This design comes from an exercise in tuning for small area and few clock cycles on the open sky130 flow, not from production work.
In this exercise RTL edits were held to simulation tests only and were not proved equivalent to the original.
Power figures rest on the tool's default switching activity, not on a simulated workload.

## config.mk

```make
export PLATFORM = sky130hd
export DESIGN_NAME = ccbd
export DESIGN_NICKNAME = ccbd
export VERILOG_FILES = /design/flow/design.v
export SDC_FILE = /design/flow/constraint.sdc
export NUM_CORES = 4
export LEC_CHECK = 0
export CAP_MARGIN = 20
export CORE_MARGIN = 2
export CORE_UTILIZATION = 40
export SLEW_MARGIN = 20
```

## constraint.sdc

```tcl
create_clock -name core_clock -period 12.0 [get_ports {clk}]
set_input_delay 2.4000 -clock core_clock [delete_from_list [all_inputs] [get_ports {clk}]]
set_output_delay 2.4000 -clock core_clock [all_outputs]
set_load 0.01 [all_outputs]
```

## design.v

```verilog
module ccbd (
    input  wire        clk,
    input  wire        rst,         
    input  wire        restart,
    input  wire        in_valid,
    input  wire [7:0]  in_data,
    output wire        in_ready,
    input  wire        in_close,
    output reg         frm_valid,
    input  wire        frm_ack,
    output wire [31:0] frm_seq,
    output wire [31:0] frm_len,
    output wire [31:0] frm_wid,
    output wire [31:0] frm_hgt,
    input  wire [7:0]  fb_raddr,
    output wire [7:0]  fb_rdata,
    output reg         rpt_valid,
    output reg  [2:0]  rpt_code,
    output reg  [7:0]  rpt_byte,
    output wire [2:0]  st,
    output wire [3:0]  status,
    output wire [2:0]  last_err,
    output wire [7:0]  err_byte
);
    localparam FB_DEPTH = 256;
    localparam [2:0] S_SEEK   = 3'd0,
                     S_HEADER = 3'd1,
                     S_BODY   = 3'd2,
                     S_CLOSED = 3'd4,
                     S_FAULT  = 3'd5;
    localparam [2:0] E_CCE = 3'd1,
                     E_TSE = 3'd2,
                     E_FSM = 3'd3,
                     E_MV  = 3'd5;
    reg  [2:0]  st_r;
    reg  [3:0]  hidx;
    reg  [31:0] len_r, wid_r, hgt_r;
    reg         ph;
    reg  [3:0]  hnib;
    reg  [8:0]  bcnt;
    reg  [31:0] seq;
    reg  [31:0] frm_seq_r;
    reg  [3:0]  status_r;
    reg  [2:0]  last_err_r;
    reg  [7:0]  err_byte_r;
    reg  [7:0]  fb [0:FB_DEPTH-1];
    assign in_ready = (st_r == S_SEEK || st_r == S_HEADER || st_r == S_BODY) && !frm_valid;
    wire take_byte  = in_valid && in_ready;
    wire take_close = in_close && !in_valid && in_ready;
    wire [31:0] hdr_len = len_r;
    wire [31:0] hdr_wid = wid_r;
    wire [31:0] hdr_hgt = {in_data, hgt_r[23:0]};
    wire [63:0] area_px   = hdr_wid * hdr_hgt;
    wire [63:0] len_px    = {29'd0, hdr_len, 3'b000};
    wire        hdr_match = (area_px == len_px);
    wire        hdr_fits  = (hdr_len <= FB_DEPTH);
    wire        hdr_ok    = hdr_match && hdr_fits;
    wire        tag_ok    = (in_data[3:0] == 4'hF);
    wire [8:0]  bcnt_next = bcnt + 9'd1;
    wire        body_last = (bcnt_next == len_r[8:0]);
    always @(posedge clk) begin
        rpt_valid <= 1'b0;
        if (rst) begin
            st_r       <= S_SEEK;
            hidx       <= 4'd0;
            ph         <= 1'b0;
            bcnt       <= 9'd0;
            seq        <= 32'd0;
            status_r   <= 4'd0;
            last_err_r <= 3'd0;
            err_byte_r <= 8'd0;
            frm_valid  <= 1'b0;
        end else if (restart) begin
            st_r       <= S_SEEK;
            hidx       <= 4'd0;
            ph         <= 1'b0;
            bcnt       <= 9'd0;
            status_r   <= 4'd0;
            last_err_r <= 3'd0;
            err_byte_r <= 8'd0;
            frm_valid  <= 1'b0;
        end else if (frm_valid) begin
            if (frm_ack)
                frm_valid <= 1'b0;
        end else if (take_byte) begin
            case (st_r)
                S_SEEK: begin
                    if (in_data == 8'h00) begin
                        st_r <= S_HEADER;
                        hidx <= 4'd0;
                    end else begin
                        status_r[0] <= 1'b1;
                        last_err_r  <= E_MV;
                        err_byte_r  <= in_data;
                        rpt_valid   <= 1'b1;
                        rpt_code    <= E_MV;
                        rpt_byte    <= in_data;
                    end
                end
                S_HEADER: begin
                    case (hidx)
                        4'd0:  len_r[7:0]   <= in_data;
                        4'd1:  len_r[15:8]  <= in_data;
                        4'd2:  len_r[23:16] <= in_data;
                        4'd3:  len_r[31:24] <= in_data;
                        4'd4:  wid_r[7:0]   <= in_data;
                        4'd5:  wid_r[15:8]  <= in_data;
                        4'd6:  wid_r[23:16] <= in_data;
                        4'd7:  wid_r[31:24] <= in_data;
                        4'd8:  hgt_r[7:0]   <= in_data;
                        4'd9:  hgt_r[15:8]  <= in_data;
                        4'd10: hgt_r[23:16] <= in_data;
                        default: hgt_r[31:24] <= in_data;
                    endcase
                    if (hidx == 4'd11) begin
                        hidx <= 4'd0;
                        if (hdr_ok) begin
                            bcnt <= 9'd0;
                            ph   <= 1'b0;
                            if (hdr_len == 32'd0) begin
                                frm_valid <= 1'b1;
                                frm_seq_r <= seq;
                                seq       <= seq + 32'd1;
                                st_r      <= S_SEEK;
                            end else begin
                                st_r <= S_BODY;
                            end
                        end else begin
                            status_r[1] <= 1'b1;
                            last_err_r  <= E_FSM;
                            err_byte_r  <= 8'd0;
                            rpt_valid   <= 1'b1;
                            rpt_code    <= E_FSM;
                            rpt_byte    <= 8'd0;
                            st_r        <= S_SEEK;
                        end
                    end else begin
                        hidx <= hidx + 4'd1;
                    end
                end
                S_BODY: begin
                    if (!tag_ok) begin
                        status_r[2] <= 1'b1;
                        last_err_r  <= E_CCE;
                        err_byte_r  <= in_data;
                        rpt_valid   <= 1'b1;
                        rpt_code    <= E_CCE;
                        rpt_byte    <= in_data;
                        st_r        <= S_FAULT;
                    end else if (!ph) begin
                        hnib <= in_data[7:4];
                        ph   <= 1'b1;
                    end else begin
                        fb[bcnt[7:0]] <= {hnib, in_data[7:4]};
                        bcnt <= bcnt_next;
                        ph   <= 1'b0;
                        if (body_last) begin
                            frm_valid <= 1'b1;
                            frm_seq_r <= seq;
                            seq       <= seq + 32'd1;
                            st_r      <= S_SEEK;
                        end
                    end
                end
                default: ;
            endcase
        end else if (take_close) begin
            if (st_r == S_SEEK) begin
                st_r <= S_CLOSED;
            end else begin
                status_r[3] <= 1'b1;
                last_err_r  <= E_TSE;
                err_byte_r  <= 8'd0;
                rpt_valid   <= 1'b1;
                rpt_code    <= E_TSE;
                rpt_byte    <= 8'd0;
                st_r        <= S_FAULT;
            end
        end
    end
    assign frm_seq  = frm_seq_r;
    assign frm_len  = len_r;
    assign frm_wid  = wid_r;
    assign frm_hgt  = hgt_r;
    assign fb_rdata = fb[fb_raddr];
    assign st       = st_r;
    assign status   = status_r;
    assign last_err = last_err_r;
    assign err_byte = err_byte_r;
endmodule
```

## run.sh

```bash
#!/bin/bash
# synth_recipe.tcl (not shown) runs the flow's synth.tcl, then flattens the netlist and writes it again
# the make line also repeats each setting of config.mk as NAME=value (left out here)
make -C /OpenROAD-flow-scripts/flow DESIGN_CONFIG=/design/flow/config.mk WORK_HOME=/design/flow/orfs CLKGATE_MAP_FILE= SYNTH_SCRIPT=/design/flow/synth_recipe.tcl finish
```

==> run summary <==
- Status: finished clean
- Vias in the first global route: about 71000
- Unrepaired setup endpoints after global routing: no
- Crit path max-delay cell type: or4_1
- CTS Buf Count: 229
- CTS clock-pin slew for the worst setup and hold paths: about 0.060 ns
- GR Util All Layers: 21.9%
- Pwr Total: 22.2 mW
- Die Height: 552 µm
- Kind of end point of the critical path: flop
- First-pass GRT wire length: slightly below 500 mm
- Number of flops mapped to enable cells by yosys: 2191
- Worst VDD drop: 0.212 mV
- Worst reg-to-reg setup slack: 1.03 ns
- DRC: 0
- Final Hold Fails: 0
- Minimum clock period: 11.01 ns
- Power per cell area: 166 mW/mm²
- WP buf/inv: 7
- Gate power share: 30.1%
- Clk buf depth: 4
- Period utilisation layout: 91.7%
- Cts hold-fix bufs: 0
- Clk pwr share: 31.3%
- Post-DP HPWL: 222 mm
- Register bit total from synthesis: ~2300
- CTS tree: yes
- Die ar.: 0.304 mm²
- Hold path startpoint: status_r[0]$_SDFFE_PP0P_
- Core area: 0.299 mm²
- Synthesis-to-layout area growth: 11.7%
- H-tree depth: 4
- Synthesis warning total: 1
- DR pass1 iterations: 6
- Yosys cell types: 87
- Sequential fraction of design power: 38.6%
- CP required: between 10 and 15 ns
- Initial Util: 40.1%
- Switch share: between 30% and 40%
- LEAKAGE: 45.0 nW
- Area post-placement: 0.127 mm²
- Final worst slack: a little under 1 ns
- Initial antenna violation count: 16
- Inst Count DP: 11400
- Cell family with the largest share of critical-path delay: adder cells
- Crit Path Class: in -> reg
- Fin area: between 0.1 and 0.15 mm²
- Final setup vio count: 0
- Synth Cell Area: approximately 0.12 mm²
- Setup Buffers After CTS: 0
- Setup crit start: in_data[0]
- Switch Pwr: about 7.3 mW
- Crit path largest cell delay: about 0.65 ns
- CP Max Fanout: 32
- Hold Path Class: reg -> reg
- Layout Skew: 0.0974 ns
- Fin nets: 8852
- Crit path arrival time: 11.64 ns
- Async S/R FF share, synth: 0%
- Largest net degree at the start of global routing: ~240
- WL final: 331 mm
- Initial DRC Count: 6891
- CTS root buf: clkbuf_16
- Post-synth top flop: edfxtp_1
- Non-Filler Instances: ~12000
- Fillers: 26000
- # IOs: 190
- Storage element area: 0.0671 mm²
- Int Pwr: 14.9 mW
- Clock sink total: about 2300
- Sequential area share after synthesis: 55.9%
- Slew HR: 18.8%
- Antenna Violating Nets Remaining: 0
- Slew Viols, Final: 0
- WL/cell: approximately 28 µm
- Std-Cell Rows: 201
- Startpoint types: input pin
- Multi-input logic area: between 0.04 and 0.05 mm²
- Max Cap Viol: 0
- Final Wtd Congestion: 0.924
- Via density: 5.70
- Mapped Cells: 7507
- Layout cells sized above 1: about 15%
- Max Clk Rate: 90.8 MHz
- Post-CTS sizing: 0
- Synth Net Count: roughly 8700
- Syn Area/Cell: 16.0 µm²
- Pin slew with the least headroom to its limit: between 1 and 1.5 ns
- Post-place setup slack: 0.285 ns
- Clock Latency Late Sink: 0.93 ns
- Crit-path most repeated cell: fa_1
- R2R Path Start: hgt_r[8]$_DFFE_PP_
- Grt ovf: 0
- Die width: 552 µm
- I/O Buffers: between 150 and 200
- Vias: 67200
==> cells by family after synthesis <==
logic type                 count (synthesis)  synth area share, %
DFF                                     2257                 55.9
and+or+nand+nor                         1928                 7.44
adders and majority gates               1168                 17.8
buffers and inverters                    984                 3.10
muxes                                    727                 13.2
AOI/OAI and AO/OA                        360                 1.96
xor gates and xnor gates                  83                0.606
==> through the flow <==
stage / util (%) / hold WS, ns / TNS, ns
floorplan: - / 0.423 / 0
global placement: 42.4 / 0.440 / -0.318
detailed placement: 42.4 / 0.451 / 0
CTS: 44.8 / 0.463 / 0
global route: 44.8 / 0.480 / 0
finish: 44.8 / 0.455 / 0
==> per-layer routing <==
metal | vias to the layer above | global-route usage, % | part of all wire (%)
li1 | 27700 | - | -
met1 | 36100 | 31.5 | 42
met2 | 2947 | 34.5 | 47
met3 | 491 | 3.91 | 8.2
met4 | 4 | 5.62 | 2.6
met5 | - | 0 | 0.0082
==> flip-flops by register name, indices dropped and copies added (netlist names) <==
register	cells
len_r	32
st_r	3
ph	1
err_byte_r	8
frm_seq_r	32
hidx	4
wid_r	32
rpt_code	3
frm_valid	1
status_r	4
rpt_valid	1
rpt_byte	8
fb	2048
hnib	4
hgt_r	32
last_err_r	3
seq	32
bcnt	9
==> synth_stat cells, drive strengths merged, types with 9 or more instances <==
master	count	area, µm²
edfxtp	2191	65800
fa	896	17900
nand2	861	3230
mux4	680	15300
inv	536	2010
nor2	398	1490
clkbuf	373	1400
and2	372	2330
ha	272	3400
a21oi	118	602
o21ai	80	400
buf	75	308
dfxtp	66	1320
nand4	63	394
xnor2	52	455
nor3	40	200
nand3	39	195
nor2b	38	238
mux2	31	349
xor2	31	272
nor4	29	181
a21o	17	128
and3	17	106
mux2i	16	160
o21a	16	120
a31oi	15	93.8
a211oi	13	97.6
and4	12	105
or4	11	86.3
o211ai	10	75.1
o22ai	9	62.6
==> path summary, 6_finish.rpt <==
kind,to,cells after the start
setup / recovery,frm_seq_r[6]$_DFFE_PP_,28
hold / removal,status_r[0]$_SDFFE_PP0P_,2
setup reg to reg,frm_seq_r[6]$_DFFE_PP_,26
hold reg to reg,status_r[0]$_SDFFE_PP0P_,2
==> cell type report <==
class	count	share of cell area, %
multi-input cells	4266	36.7
inverters	536	1.50
well taps	3958	3.69
clock inverters	117	0.861
repair buffers	372	2.68
clock buffers	282	4.46
flip-flops and latches	2257	50.1
diodes	7	0.0131
==> placed cells by master (no fill, tap or decap), types with 49 or more instances in the layout <==
cell,n
and2_1,371
clkinv_1,49
nand4_1,63
clkbuf_16,231
dfxtp_1,66
xnor2_1,52
nor2_1,397
ha_1,272
nand2_1,861
clkdlybuf4s50_1,174
inv_1,536
edfxtp_1,2191
buf_4,157
o21ai_0,63
mux4_2,680
clkbuf_1,50
a21oi_1,114
fa_1,896
==> power groups by stage <==
stage          combinational, mW  sequential, mW  clock [mW]
2_1_floorplan               4.30            8.75           0
3_3_place_gp                6.59            8.75           0
3_5_place_dp                6.51            8.75           0
4_1_cts                     6.58            8.58        7.05
5_1_grt                     7.27            8.57        7.36
6_report                    6.67            8.58        6.95
==> tightest hold or removal path: cells and delay by family, from the launching register on <==
kind / cells / cell delay (ns)
buf+inv: 1 / 0.05
compound gates: 1 / 0.05
flops: 1 / 0.31
Testbench counts, summed over its fixed seeds: cycles 38,806.

-- what the ideal ports hide --
How much do the figures lean on ideal ports? The routed layout below was timed once more, with nothing changed but the port constraints. Step 1 assumes that a clkbuf_16 drives the clock port and a buf_2 every other input. Step 2 adds t to the input delays and takes it off the output delays; t is the mean of the earliest and latest rising clock arrival at the registers after step 1. Input paths then give back, and output paths get back, about the clock's delay inside the block. Slacks: ideal / step 1 / step 2; pairs: ideal / step 1.
t, ns: 0.972
setup slack, ns: 0.992 / 1.027 / 0.079
latest minus earliest clock arrival (ns): 0.108 / 0.108
worst register clock-pin slew, ns: 0.08 / 0.08
worst slew at a driven data input, ns: 0.37
After both steps this run still meets setup and hold. For this run, drivers alone change the setup slack by +0.035 ns; drivers and shift together by -0.913 ns.
